This design comes from an exercise in tuning for small area on the open sky130 flow, not from production work.
In this exercise RTL edits were held to simulation tests only and were not proved equivalent to the original.
Power and IR drop assume default switching activity.

==> flow/config.mk <==
export PLATFORM = sky130hd
export DESIGN_NAME = stepgen
export DESIGN_NICKNAME = stepgen
export VERILOG_FILES = /design/flow/design.v
export SDC_FILE = /design/flow/constraint.sdc
export NUM_CORES = 4
export LEC_CHECK = 0
export CAP_MARGIN = 35
export CORE_MARGIN = 2
export CORE_UTILIZATION = 25
export PLACE_DENSITY = 0.35
export SLEW_MARGIN = 35
==> flow/constraint.sdc <==
create_clock -name core_clock -period 15.0 [get_ports {clk}]
set_input_delay 3.0000 -clock core_clock [delete_from_list [all_inputs] [get_ports {clk}]]
set_output_delay 3.0000 -clock core_clock [all_outputs]
set_load 0.01 [all_outputs]
==> flow/design.v <==
module stepgen (
    input             clk,
    input             rst_n,         
    input             h_req,
    input             h_we,
    input      [11:0] h_addr,
    input      [31:0] h_wdata,
    output            h_ready,
    output reg        h_rvalid,
    output reg [31:0] h_rdata,
    output     [2:0]  step,
    output     [2:0]  dir,
    output            en,
    output            pins_oe,
    output     [15:0] spindle_pwm,
    output            spindle_we,
    output            probe_poll
);
    localparam N_SEG = 10;
    localparam N_BLK = 9;
    localparam [15:0] STEP_TIMER_MIN = 16'd4;
    localparam [15:0] CCR_MIN        = 16'd3;       
    localparam [15:0] CLK_PER_MS     = 16'd240;
    localparam [15:0] T_WAKE         = 16'd2400;
    localparam [11:0] A_CMD       = 12'h000;
    localparam [11:0] A_STATUS    = 12'h004;
    localparam [11:0] A_FLAGS     = 12'h008;
    localparam [11:0] A_HEAD      = 12'h00C;
    localparam [11:0] A_TAIL      = 12'h010;
    localparam [11:0] A_SSTEPINV  = 12'h014;
    localparam [11:0] A_SDIRINV   = 12'h018;
    localparam [11:0] A_SFLAGS    = 12'h01C;
    localparam [11:0] A_SIDLE     = 12'h020;
    localparam [11:0] A_SYSCTL    = 12'h024;
    localparam [11:0] A_SEGW0     = 12'h028;
    localparam [11:0] A_SEGW1     = 12'h02C;
    localparam [11:0] A_STEPINV   = 12'h030;
    localparam [11:0] A_DIRINV    = 12'h034;
    localparam [11:0] A_PINS      = 12'h038;
    localparam [11:0] A_SPINDLE   = 12'h03C;
    localparam [11:0] A_TIMARR    = 12'h060;
    localparam [11:0] A_TIMCCR    = 12'h064;
    localparam [11:0] A_TIMCNT    = 12'h068;
    localparam [1:0] S_IDLE  = 2'd0;
    localparam [1:0] S_WAKE  = 2'd1;    
    localparam [1:0] S_HOLD  = 2'd2;    
    localparam [1:0] S_DWELL = 2'd3;    
    localparam [1:0] P_DISABLE = 2'd0;  
    localparam [1:0] P_EMPTY   = 2'd1;  
    localparam [1:0] P_FAULT   = 2'd2;  
    reg [15:0] seg_nstep [0:N_SEG-1];
    reg [15:0] seg_cpt   [0:N_SEG-1];
    reg [7:0]  seg_blk   [0:N_SEG-1];
    reg [3:0]  seg_amass [0:N_SEG-1];
    reg        seg_bl    [0:N_SEG-1];
    reg [15:0] seg_pwm   [0:N_SEG-1];
    reg [31:0] blk_sec   [0:N_BLK-1];
    reg [2:0]  blk_dir   [0:N_BLK-1];
    reg        blk_adj   [0:N_BLK-1];
    reg [31:0] blk_st0   [0:N_BLK-1];
    reg [31:0] blk_st1   [0:N_BLK-1];
    reg [31:0] blk_st2   [0:N_BLK-1];
    reg [31:0] counter0, counter1, counter2;
    reg [31:0] steps0, steps1, steps2;
    reg [15:0] step_count;
    reg [3:0]  exec_blk;
    reg        blk_valid;
    reg        seg_valid;
    reg [2:0]  outbits;
    reg [2:0]  dir_q;
    reg [3:0]  head, tail;
    reg        f_cycle_stop, f_err_full, f_err_cmd, f_err_bus, f_fault;
    reg [31:0] pos0, pos1, pos2;
    reg [2:0]  set_step_inv, set_dir_inv;
    reg [1:0]  set_flags;
    reg [7:0]  set_idle_lock;
    reg        sys_homing, sys_probe;
    reg [2:0]  sys_hlock;
    reg [2:0]  step_inv, dir_inv;
    reg [15:0] tcnt, arr, ccr;
    reg        run;
    reg [2:0]  step_q;
    reg        en_q, drv_en, pins_driven;
    reg [15:0] spindle_q;
    reg        spindle_we_q, probe_q;
    reg [1:0]  state;
    reg [1:0]  pend;
    reg [15:0] wcnt;
    assign step        = step_q;
    assign dir         = dir_q;
    assign en          = en_q;
    assign pins_oe     = pins_driven;
    assign spindle_pwm = spindle_q;
    assign spindle_we  = spindle_we_q;
    assign probe_poll  = probe_q;
    wire [16:0] tcnt_inc = {1'b0, tcnt} + 17'd1;
    wire tick_ev   = run && (tcnt_inc == {1'b0, arr});
    wire preset_ev = run && !tick_ev && (tcnt_inc == {1'b0, ccr});
    wire busy = (state != S_IDLE);
    assign h_ready = !busy && !tick_ev && !preset_ev;
    wire acc = h_req && h_ready;
    wire [3:0] head_inc = (head == N_SEG - 1) ? 4'd0 : head + 4'd1;
    wire [3:0] tail_inc = (tail == N_SEG - 1) ? 4'd0 : tail + 4'd1;
    wire empty = (head == tail);
    wire full  = (tail == head_inc);
    wire [15:0] t_nstep = seg_nstep[tail];
    wire [15:0] t_cpt   = seg_cpt[tail];
    wire [7:0]  t_blk   = seg_blk[tail];
    wire [3:0]  t_amass = seg_amass[tail];
    wire        t_bl    = seg_bl[tail];
    wire [15:0] t_pwm   = seg_pwm[tail];
    wire load   = !seg_valid;
    wire badidx = (t_blk >= N_BLK);
    wire newblk = !blk_valid || (t_blk != {4'd0, exec_blk});
    wire [3:0] bidx = load ? t_blk[3:0] : exec_blk;
    wire [31:0] sec  = blk_sec[bidx];
    wire [2:0]  bdir = blk_dir[bidx];
    wire [15:0] arr_new = (t_cpt < STEP_TIMER_MIN) ? STEP_TIMER_MIN : t_cpt;
    wire [17:0] arr_x3  = 18'd3 * {2'd0, arr_new};
    wire [15:0] ccr_new = arr_x3[17:2];
    wire [31:0] steps_eff0 = load ? (blk_st0[bidx] >> t_amass) : steps0;
    wire [31:0] steps_eff1 = load ? (blk_st1[bidx] >> t_amass) : steps1;
    wire [31:0] steps_eff2 = load ? (blk_st2[bidx] >> t_amass) : steps2;
    wire do_bind = load && newblk;
    wire [31:0] cbase0 = do_bind ? (sec >> 1) : counter0;
    wire [31:0] cbase1 = do_bind ? (sec >> 1) : counter1;
    wire [31:0] cbase2 = do_bind ? (sec >> 1) : counter2;
    wire [31:0] sum0 = cbase0 + steps_eff0;
    wire [31:0] sum1 = cbase1 + steps_eff1;
    wire [31:0] sum2 = cbase2 + steps_eff2;
    wire stp0 = sum0 > sec;
    wire stp1 = sum1 > sec;
    wire stp2 = sum2 > sec;
    wire [31:0] cnext0 = stp0 ? sum0 - sec : sum0;
    wire [31:0] cnext1 = stp1 ? sum1 - sec : sum1;
    wire [31:0] cnext2 = stp2 ? sum2 - sec : sum2;
    wire [31:0] pnext0 = (stp0 && !t_bl) ? (bdir[0] ? pos0 - 32'd1 : pos0 + 32'd1) : pos0;
    wire [31:0] pnext1 = (stp1 && !t_bl) ? (bdir[1] ? pos1 - 32'd1 : pos1 + 32'd1) : pos1;
    wire [31:0] pnext2 = (stp2 && !t_bl) ? (bdir[2] ? pos2 - 32'd1 : pos2 + 32'd1) : pos2;
    wire [2:0] stp_bits = {stp2, stp1, stp0};
    wire [2:0] out_next = sys_homing ? (stp_bits & sys_hlock) : stp_bits;
    wire [15:0] sc      = load ? t_nstep : step_count;
    wire [15:0] sc_next = sc - 16'd1;
    wire        retire  = (sc_next == 16'd0);
    wire [6:0] pool_b   = h_addr[11:5] - 7'd8;
    wire [2:0] pool_w   = h_addr[4:2];
    wire       pool_hit = (h_addr[11:8] != 4'd0) && (pool_b < N_BLK) && (pool_w < 3'd5)
                          && (h_addr[1:0] == 2'b00);
    wire [3:0] pb       = pool_b[3:0];
    wire       pos_hit  = (h_addr[11:5] == 7'd2) && (h_addr[4:2] < 3'd3) && (h_addr[1:0] == 2'b00);
    reg        rd_ok;
    reg [31:0] rd_val;
    always @(*) begin
        rd_ok  = 1'b1;
        rd_val = 32'd0;
        if (pool_hit) begin
            case (pool_w)
                3'd0: rd_val = blk_sec[pb];
                3'd1: rd_val = {23'd0, blk_adj[pb], 5'd0, blk_dir[pb]};
                3'd2: rd_val = blk_st0[pb];
                3'd3: rd_val = blk_st1[pb];
                default: rd_val = blk_st2[pb];
            endcase
        end else if (pos_hit) begin
            case (h_addr[3:2])
                2'd0: rd_val = pos0;
                2'd1: rd_val = pos1;
                default: rd_val = pos2;
            endcase
        end else begin
            case (h_addr)
                A_STATUS:   rd_val = {26'd0, f_fault, pins_driven, drv_en, run, full, empty};
                A_FLAGS:    rd_val = {23'd0, f_fault, 4'd0, f_err_bus, f_err_cmd, f_err_full, f_cycle_stop};
                A_HEAD:     rd_val = {28'd0, head};
                A_TAIL:     rd_val = {28'd0, tail};
                A_SSTEPINV: rd_val = {29'd0, set_step_inv};
                A_SDIRINV:  rd_val = {29'd0, set_dir_inv};
                A_SFLAGS:   rd_val = {30'd0, set_flags};
                A_SIDLE:    rd_val = {24'd0, set_idle_lock};
                A_SYSCTL:   rd_val = {21'd0, sys_hlock, 6'd0, sys_probe, sys_homing};
                A_SEGW0:    rd_val = {seg_cpt[head], seg_nstep[head]};
                A_SEGW1:    rd_val = {seg_pwm[head], 3'd0, seg_bl[head], seg_amass[head], seg_blk[head]};
                A_STEPINV:  rd_val = {29'd0, step_inv};
                A_DIRINV:   rd_val = {29'd0, dir_inv};
                A_PINS:     rd_val = {14'd0, pins_driven, en_q, 5'd0, dir_q, 5'd0, step_q};
                A_SPINDLE:  rd_val = {16'd0, spindle_q};
                A_TIMARR:   rd_val = {16'd0, arr};
                A_TIMCCR:   rd_val = {16'd0, ccr};
                A_TIMCNT:   rd_val = {16'd0, tcnt};
                default:    rd_ok  = 1'b0;        
            endcase
        end
    end
    reg wr_ok;
    always @(*) begin
        if (pool_hit)
            wr_ok = 1'b1;
        else begin
            case (h_addr)
                A_CMD, A_FLAGS, A_SSTEPINV, A_SDIRINV, A_SFLAGS, A_SIDLE,
                A_SYSCTL, A_SEGW0, A_SEGW1: wr_ok = 1'b1;
                default:                    wr_ok = 1'b0;
            endcase
        end
    end
    wire c_init    = (h_wdata == 32'h00000001);
    wire c_wake    = (h_wdata == 32'h00000002);
    wire c_disable = ((h_wdata & 32'hFFFFFEFF) == 32'h00000003);
    wire c_reset   = (h_wdata == 32'h00000004);
    wire c_genmask = (h_wdata == 32'h00000005);
    wire c_publish = (h_wdata == 32'h00000006);
    wire c_ovr     = h_wdata[8];
    wire        idle_keep = (set_idle_lock == 8'hFF);
    wire        dwell_req = !idle_keep && !sys_homing;
    wire [15:0] dwell_len = {8'd0, set_idle_lock} * CLK_PER_MS;
    integer k;
    always @(posedge clk) begin
        if (!rst_n) begin
            counter0 <= 32'd0; counter1 <= 32'd0; counter2 <= 32'd0;
            steps0 <= 32'd0; steps1 <= 32'd0; steps2 <= 32'd0;
            step_count <= 16'd0;
            exec_blk <= 4'd0; blk_valid <= 1'b0; seg_valid <= 1'b0;
            outbits <= 3'd0; dir_q <= 3'd0;
            head <= 4'd0; tail <= 4'd0;
            f_cycle_stop <= 1'b0; f_err_full <= 1'b0; f_err_cmd <= 1'b0;
            f_err_bus <= 1'b0; f_fault <= 1'b0;
            pos0 <= 32'd0; pos1 <= 32'd0; pos2 <= 32'd0;
            set_step_inv <= 3'd0; set_dir_inv <= 3'd0; set_flags <= 2'd0;
            set_idle_lock <= 8'd0;
            sys_homing <= 1'b0; sys_probe <= 1'b0; sys_hlock <= 3'd0;
            step_inv <= 3'd0; dir_inv <= 3'd0;
            tcnt <= 16'd0; arr <= STEP_TIMER_MIN; ccr <= CCR_MIN; run <= 1'b0;
            step_q <= 3'd0; en_q <= 1'b1; drv_en <= 1'b0; pins_driven <= 1'b0;
            spindle_q <= 16'd0; spindle_we_q <= 1'b0; probe_q <= 1'b0;
            state <= S_IDLE; pend <= P_DISABLE; wcnt <= 16'd0;
            h_rvalid <= 1'b0; h_rdata <= 32'd0;
        end else begin
            spindle_we_q <= 1'b0;
            probe_q      <= 1'b0;
            h_rvalid     <= 1'b0;
            if (run) begin
                if (tick_ev)
                    tcnt <= 16'd0;
                else
                    tcnt <= tcnt + 16'd1;
            end
            if (preset_ev)
                step_q <= step_inv;
            if (tick_ev) begin
                for (k = 0; k < 3; k = k + 1)
                    if (outbits[k])
                        step_q[k] <= ~step_inv[k];
                outbits <= 3'd0;
                if (load && empty) begin
                    run   <= 1'b0;
                    state <= S_HOLD;
                    pend  <= P_EMPTY;
                    wcnt  <= ccr;
                end else if (load && badidx) begin
                    run   <= 1'b0;
                    state <= S_HOLD;
                    pend  <= P_FAULT;
                    wcnt  <= ccr;
                end else begin
                    if (load) begin
                        seg_valid <= 1'b1;
                        arr <= arr_new;
                        ccr <= ccr_new;
                        if (newblk) begin
                            exec_blk  <= t_blk[3:0];
                            blk_valid <= 1'b1;
                            dir_q     <= blk_dir[t_blk[3:0]] ^ dir_inv;
                        end
                        steps0 <= steps_eff0;
                        steps1 <= steps_eff1;
                        steps2 <= steps_eff2;
                        spindle_q    <= t_pwm;
                        spindle_we_q <= 1'b1;
                    end
                    counter0 <= cnext0;
                    counter1 <= cnext1;
                    counter2 <= cnext2;
                    pos0 <= pnext0;
                    pos1 <= pnext1;
                    pos2 <= pnext2;
                    outbits <= out_next;
                    probe_q <= sys_probe;
                    step_count <= sc_next;
                    if (retire) begin
                        seg_valid <= 1'b0;
                        tail <= tail_inc;
                    end
                end
            end
            case (state)
                S_WAKE: begin
                    if (wcnt == 16'd1) begin
                        tcnt  <= 16'd0;
                        run   <= 1'b1;
                        state <= S_IDLE;
                    end else
                        wcnt <= wcnt - 16'd1;
                end
                S_HOLD: begin
                    if (wcnt == 16'd1) begin
                        step_q <= step_inv;
                        if (pend == P_FAULT) begin
                            f_fault <= 1'b1;
                            state   <= S_IDLE;
                        end else if (dwell_req && set_idle_lock != 8'd0) begin
                            state <= S_DWELL;
                            wcnt  <= dwell_len;
                        end else begin
                            drv_en <= !dwell_req;
                            en_q   <= dwell_req ^ set_flags[0];
                            if (blk_valid && blk_adj[exec_blk]) begin
                                spindle_q    <= 16'd0;
                                spindle_we_q <= 1'b1;
                            end
                            f_cycle_stop <= 1'b1;
                            state <= S_IDLE;
                        end
                    end else
                        wcnt <= wcnt - 16'd1;
                end
                S_DWELL: begin
                    if (wcnt == 16'd1) begin
                        drv_en <= 1'b0;
                        en_q   <= 1'b1 ^ set_flags[0];
                        if (pend == P_EMPTY) begin
                            if (blk_valid && blk_adj[exec_blk]) begin
                                spindle_q    <= 16'd0;
                                spindle_we_q <= 1'b1;
                            end
                            f_cycle_stop <= 1'b1;
                        end
                        state <= S_IDLE;
                    end else
                        wcnt <= wcnt - 16'd1;
                end
                default: ;
            endcase
            if (acc) begin
                if (!h_we) begin
                    h_rvalid <= 1'b1;
                    h_rdata  <= rd_ok ? rd_val : 32'd0;
                    if (!rd_ok)
                        f_err_bus <= 1'b1;
                end else if (!wr_ok) begin
                    f_err_bus <= 1'b1;
                end else if (pool_hit) begin
                    case (pool_w)
                        3'd0: blk_sec[pb] <= h_wdata;
                        3'd1: begin
                            blk_dir[pb] <= h_wdata[2:0];
                            blk_adj[pb] <= h_wdata[8];
                        end
                        3'd2: blk_st0[pb] <= h_wdata;
                        3'd3: blk_st1[pb] <= h_wdata;
                        default: blk_st2[pb] <= h_wdata;
                    endcase
                end else begin
                    case (h_addr)
                        A_CMD: begin
                            if (c_init) begin
                                pins_driven <= 1'b1;
                                run  <= 1'b0;
                                tcnt <= 16'd0;
                                arr  <= STEP_TIMER_MIN;
                                ccr  <= CCR_MIN;
                            end else if (c_wake) begin
                                if (f_fault)
                                    f_err_cmd <= 1'b1;
                                else begin
                                    drv_en <= 1'b1;
                                    en_q   <= set_flags[0];
                                    if (!run) begin
                                        state <= S_WAKE;
                                        wcnt  <= T_WAKE;
                                    end
                                end
                            end else if (c_disable) begin
                                run    <= 1'b0;
                                step_q <= step_inv;
                                pend   <= P_DISABLE;
                                if (dwell_req && set_idle_lock != 8'd0) begin
                                    state <= S_DWELL;
                                    wcnt  <= dwell_len;
                                end else begin
                                    drv_en <= !(dwell_req | c_ovr);
                                    en_q   <= (dwell_req | c_ovr) ^ set_flags[0];
                                end
                            end else if (c_reset) begin
                                run  <= 1'b0;
                                tcnt <= 16'd0;
                                arr  <= STEP_TIMER_MIN;
                                ccr  <= CCR_MIN;
                                counter0 <= 32'd0; counter1 <= 32'd0; counter2 <= 32'd0;
                                steps0 <= 32'd0; steps1 <= 32'd0; steps2 <= 32'd0;
                                step_count <= 16'd0;
                                exec_blk <= 4'd0; blk_valid <= 1'b0; seg_valid <= 1'b0;
                                outbits <= 3'd0; dir_q <= 3'd0;
                                head <= 4'd0; tail <= 4'd0;
                                f_cycle_stop <= 1'b0; f_err_full <= 1'b0; f_err_cmd <= 1'b0;
                                f_err_bus <= 1'b0; f_fault <= 1'b0;
                                step_inv <= set_step_inv;
                                dir_inv  <= set_dir_inv;
                                step_q   <= 3'd0;
                            end else if (c_genmask) begin
                                step_inv <= set_step_inv;
                                dir_inv  <= set_dir_inv;
                            end else if (c_publish) begin
                                if (full)
                                    f_err_full <= 1'b1;
                                else
                                    head <= head_inc;
                            end else
                                f_err_cmd <= 1'b1;
                        end
                        A_FLAGS: begin
                            if (h_wdata[0]) f_cycle_stop <= 1'b0;
                            if (h_wdata[1]) f_err_full   <= 1'b0;
                            if (h_wdata[2]) f_err_cmd    <= 1'b0;
                            if (h_wdata[3]) f_err_bus    <= 1'b0;
                        end
                        A_SSTEPINV: set_step_inv  <= h_wdata[2:0];
                        A_SDIRINV:  set_dir_inv   <= h_wdata[2:0];
                        A_SFLAGS:   set_flags     <= h_wdata[1:0];
                        A_SIDLE:    set_idle_lock <= h_wdata[7:0];
                        A_SYSCTL: begin
                            sys_homing <= h_wdata[0];
                            sys_probe  <= h_wdata[1];
                            sys_hlock  <= h_wdata[10:8];
                        end
                        A_SEGW0: begin
                            seg_nstep[head] <= h_wdata[15:0];
                            seg_cpt[head]   <= h_wdata[31:16];
                        end
                        A_SEGW1: begin
                            seg_blk[head]   <= h_wdata[7:0];
                            seg_amass[head] <= h_wdata[11:8];
                            seg_bl[head]    <= h_wdata[12];
                            seg_pwm[head]   <= h_wdata[31:16];
                        end
                        default: ;
                    endcase
                end
            end
        end
    end
endmodule
==> flow/run.sh <==
#!/bin/bash
# synth_recipe.tcl (not shown) runs the flow's synth.tcl, then flattens the netlist and writes it again
# the make line also repeats each setting of config.mk as NAME=value (left out here)
make -C /OpenROAD-flow-scripts/flow DESIGN_CONFIG=/design/flow/config.mk WORK_HOME=/design/flow/orfs CLKGATE_MAP_FILE= SYNTH_SCRIPT=/design/flow/synth_recipe.tcl finish
==> run summary <==
[registers in the layout, summed over array words and instances, names as in the netlist, 40 cells and up, named ones only]
name and count:
blk_sec 288, blk_st0 288, blk_st1 288, blk_st2 288
seg_amass 40, seg_blk 80, seg_cpt 160, seg_nstep 160
seg_pwm 160
[area by class of cell]
class,count,share of cell area
multi-input cells,8838,0.428
flip-flops and latches,2284,0.416
well taps,6994,0.0571
clock buffers,369,0.0520
repair buffers,577,0.0324
clock inverters,159,0.0109
inverters,149,0.00370
diodes,20,0.000326
[worst register-to-register path, delay by kind of cell (launching register included)]
kind / cells / cell delay [ns]
compound gates: 22 / 6.52
buf+inv: 4 / 1.35
simple gates: 6 / 2.08
fa+ha+maj: 2 / 0.75
xor+xnor: 1 / 0.27
mux: 2 / 0.99
flops: 1 / 0.76
[placed cells by master (no fill, tap or decap), types with 216 or more instances in the layout]
| cell type | instances |
|---|---|
| xnor2_1 | 216 |
| dfxtp_1 | 476 |
| a211oi_1 | 245 |
| clkbuf_16 | 304 |
| nand2_1 | 1782 |
| o21ai_0 | 619 |
| edfxtp_1 | 1798 |
| a21oi_1 | 756 |
| nand3_1 | 440 |
| mux4_2 | 556 |
| nor2_1 | 602 |
| buf_4 | 452 |
| mux2i_1 | 510 |
| ha_1 | 325 |
[worst max path at each step]
| stage | startpoint | end | depth (start not counted) |
|---|---|---|---|
| final | tail[0] | pos0[20] | 37 |
| after global routing | tail[0] | pos0[20] | 37 |
| after CTS | tail[0] | counter1[15] | 32 |
| after detailed placement | tail[0] | pos0[20] | 37 |
| after global placement | tail[0] | counter2[18] | 38 |
| after floorplan | tail[0] | counter0[18] | 40 |
[power by group]
| group | total (mW) | leakage [nW] | switching (mW) | internal [mW] |
|---|---|---|---|---|
| Sequential | 6.83 | 20.1 | 0.00930 | 6.82 |
| Combinational | 0.661 | 27.7 | 0.492 | 0.169 |
| Clock | 7.32 | 4.71 | 3.07 | 4.25 |
[metal layers]
layer | up-vias | GRT usage | share of wire
li1 | 46700 | - | -
met1 | 56800 | 0.343 | 0.44
met2 | 5476 | 0.370 | 0.43
met3 | 1048 | 0.0400 | 0.077
met4 | 10 | 0.104 | 0.050
met5 | - | 0 | 0.00015
[stage by stage]
| step | hold WS [ns] | setup slack (ns) |
|---|---|---|
| after CTS | 0.454 | 2.45 |
| after global routing | 0.470 | 1.56 |
| after floorplan | 0.425 | 5.83 |
| after detailed placement | 0.444 | 2.52 |
| after global placement | 0.434 | 2.23 |
| final | 0.449 | 2.17 |
[kinds of logic (layout without fill, tap and decap cells)]
| logic type | after synthesis | after routing | share of synthesized area |
|---|---|---|---|
| fa+ha+maj | 348 | 348 | 0.0342 |
| mux | 1132 | 1132 | 0.140 |
| simple gates | 3799 | 3799 | 0.128 |
| buf+inv | 1049 | 1254 | 0.0314 |
| xor+xnor | 341 | 341 | 0.0241 |
| compound gates | 3218 | 3218 | 0.160 |
| other cells | 0 | 20 | 0 |
| flops | 2284 | 2284 | 0.482 |
==> out/metrics.cfg <==
[cts]
cts_tree=done
clockBufferDepth=4
cts_resized=0
clock_latency_ns=1.03
clk_pin_slew_worst_paths_ns=0.06
cts_sinks=2284
cts_hold_buf=0
cts_setup_buffers=0
cts-root-buf=clkbuf_16
tritoncts.num_buffers=297
cts_htree_levels=5

[sta]
fmax_mhz=77.9
finalHoldViolCount=0
setup_viol=0
post-route-period-util=0.855
drv_slew=0
min_period_ns=12.83
max-slew-margin-rel=0.237
tns_ns=0
tightest_slew_ns=1.14
fin_skew_ns=0.107
rsz0062_at_grt=no

[setup_path]
critical_path_peak_fanout=104
critPathLaunchType=register
rr_worst_depth=37
slowest_delay_ns=0.76
crit_type=register to register
worstReg2RegEnd=pos0[20]
cp.arrival_ns=13.71
cpMaxStageDelayCell=dfxtp_4
r2r_start=tail[0]
path_buf_inv=4
crit_required_ns=15.88
cp_top_family=compound AO/OA/AOI/OAI gates
endpoint_kind=register
r2r_slack_ns=2.17

[synth]
synth-edff-count=1798
synthCells=12200
ys_types=103
synth_seq_area_share=0.482
ys_ff_latch=2284
avgSynthCellArea_um2=10.9
synthesis.area_um2=132000
ys.warnings.count=1
synth.most_common_cell=edfxtp_1
yosysTopAreaCell=edfxtp_1
ys_top_cells_by_area=edfxtp_1, mux4_2, dfxtp_1, nand2_1, mux2i_1
syn-num-nets=12600
async_flop_share=0
netlist.area_leader.share=0.408
synth_commonest_cells=edfxtp_1, nand2_1, a21oi_1, nor2_1, o21ai_0
ys.flop_type=edfxtp_1

[route]
drc=0
wl_um=676000
viasPerCell=5.68
first_iter_violations=13600
antenna_left=0
wire_per_inst_um=34.8
firstDrtPassIters=9
num_vias=110000

[final_layout]
final-seq-area_um2=63800
fillers=54000
layout-drive-gt1-share=0.147
multiInputGateArea_um2=65700
postLayoutCoreUtil=0.291
final_nets=12500
finalInstanceArea_um2=153000
layout-area-overhead-vs-synth_pct=16.0
fin_cells=19400

[placement]
io_buffers=107
placed_cell_area_um2=143000
placedCellCount=18800
dp_hpwl_um=459000
gp_congestion=0.927

[min_path]
hold_end=steps0[13]
min_path_type=register to register
hold_depth=2
min_from=steps0[13]

[die]
dieHeight_um=731
rows=267
start_util=0.251
fp.dieW_um=731
coreArea_um2=528000
num_io_pins=108
dieArea_um2=535000

[grt]
antenna_found_initial=62
gr-total-overflow=0
grt_pass1_vias=105000
grt_start_max_net_pins=110
grt_pass1_wl_um=913000
grtUsageTotal=0.244

[pwr]
p_total_mw=14.8
power_per_cell_area_nw_per_um2=96.6
leakagePower_nw=52.5
vdd_drop_max_mv=0.0805

[run]
cap_violations=0

[status]
status=timing/DRC/antenna clean

re-timing with driven ports:
Ports are ideal in the flow. The routed layout listed here was re-timed in OpenROAD.
Step 1 sets driving cells, clkbuf_16 on the clock port and buf_2 on the other inputs (assumed; they add their load-dependent delay and slew).
Step 2 times the ports against the registers' clock, not the clock port: input delays grow and output delays shrink by t, the midpoint of the rising clock arrivals with the driver on.
Three values: ideal ports, drivers, drivers and shift; two values: the first two.
t (ns): 1.106
setup WS [ns]: 2.171 / 2.171 / 2.171
worst register clock-pin slew, ns: 0.07 / 0.07
After both steps setup and hold are still met in this run. The setup slack of this run moves by 0.000 ns with the drivers and by 0.000 ns with both steps.
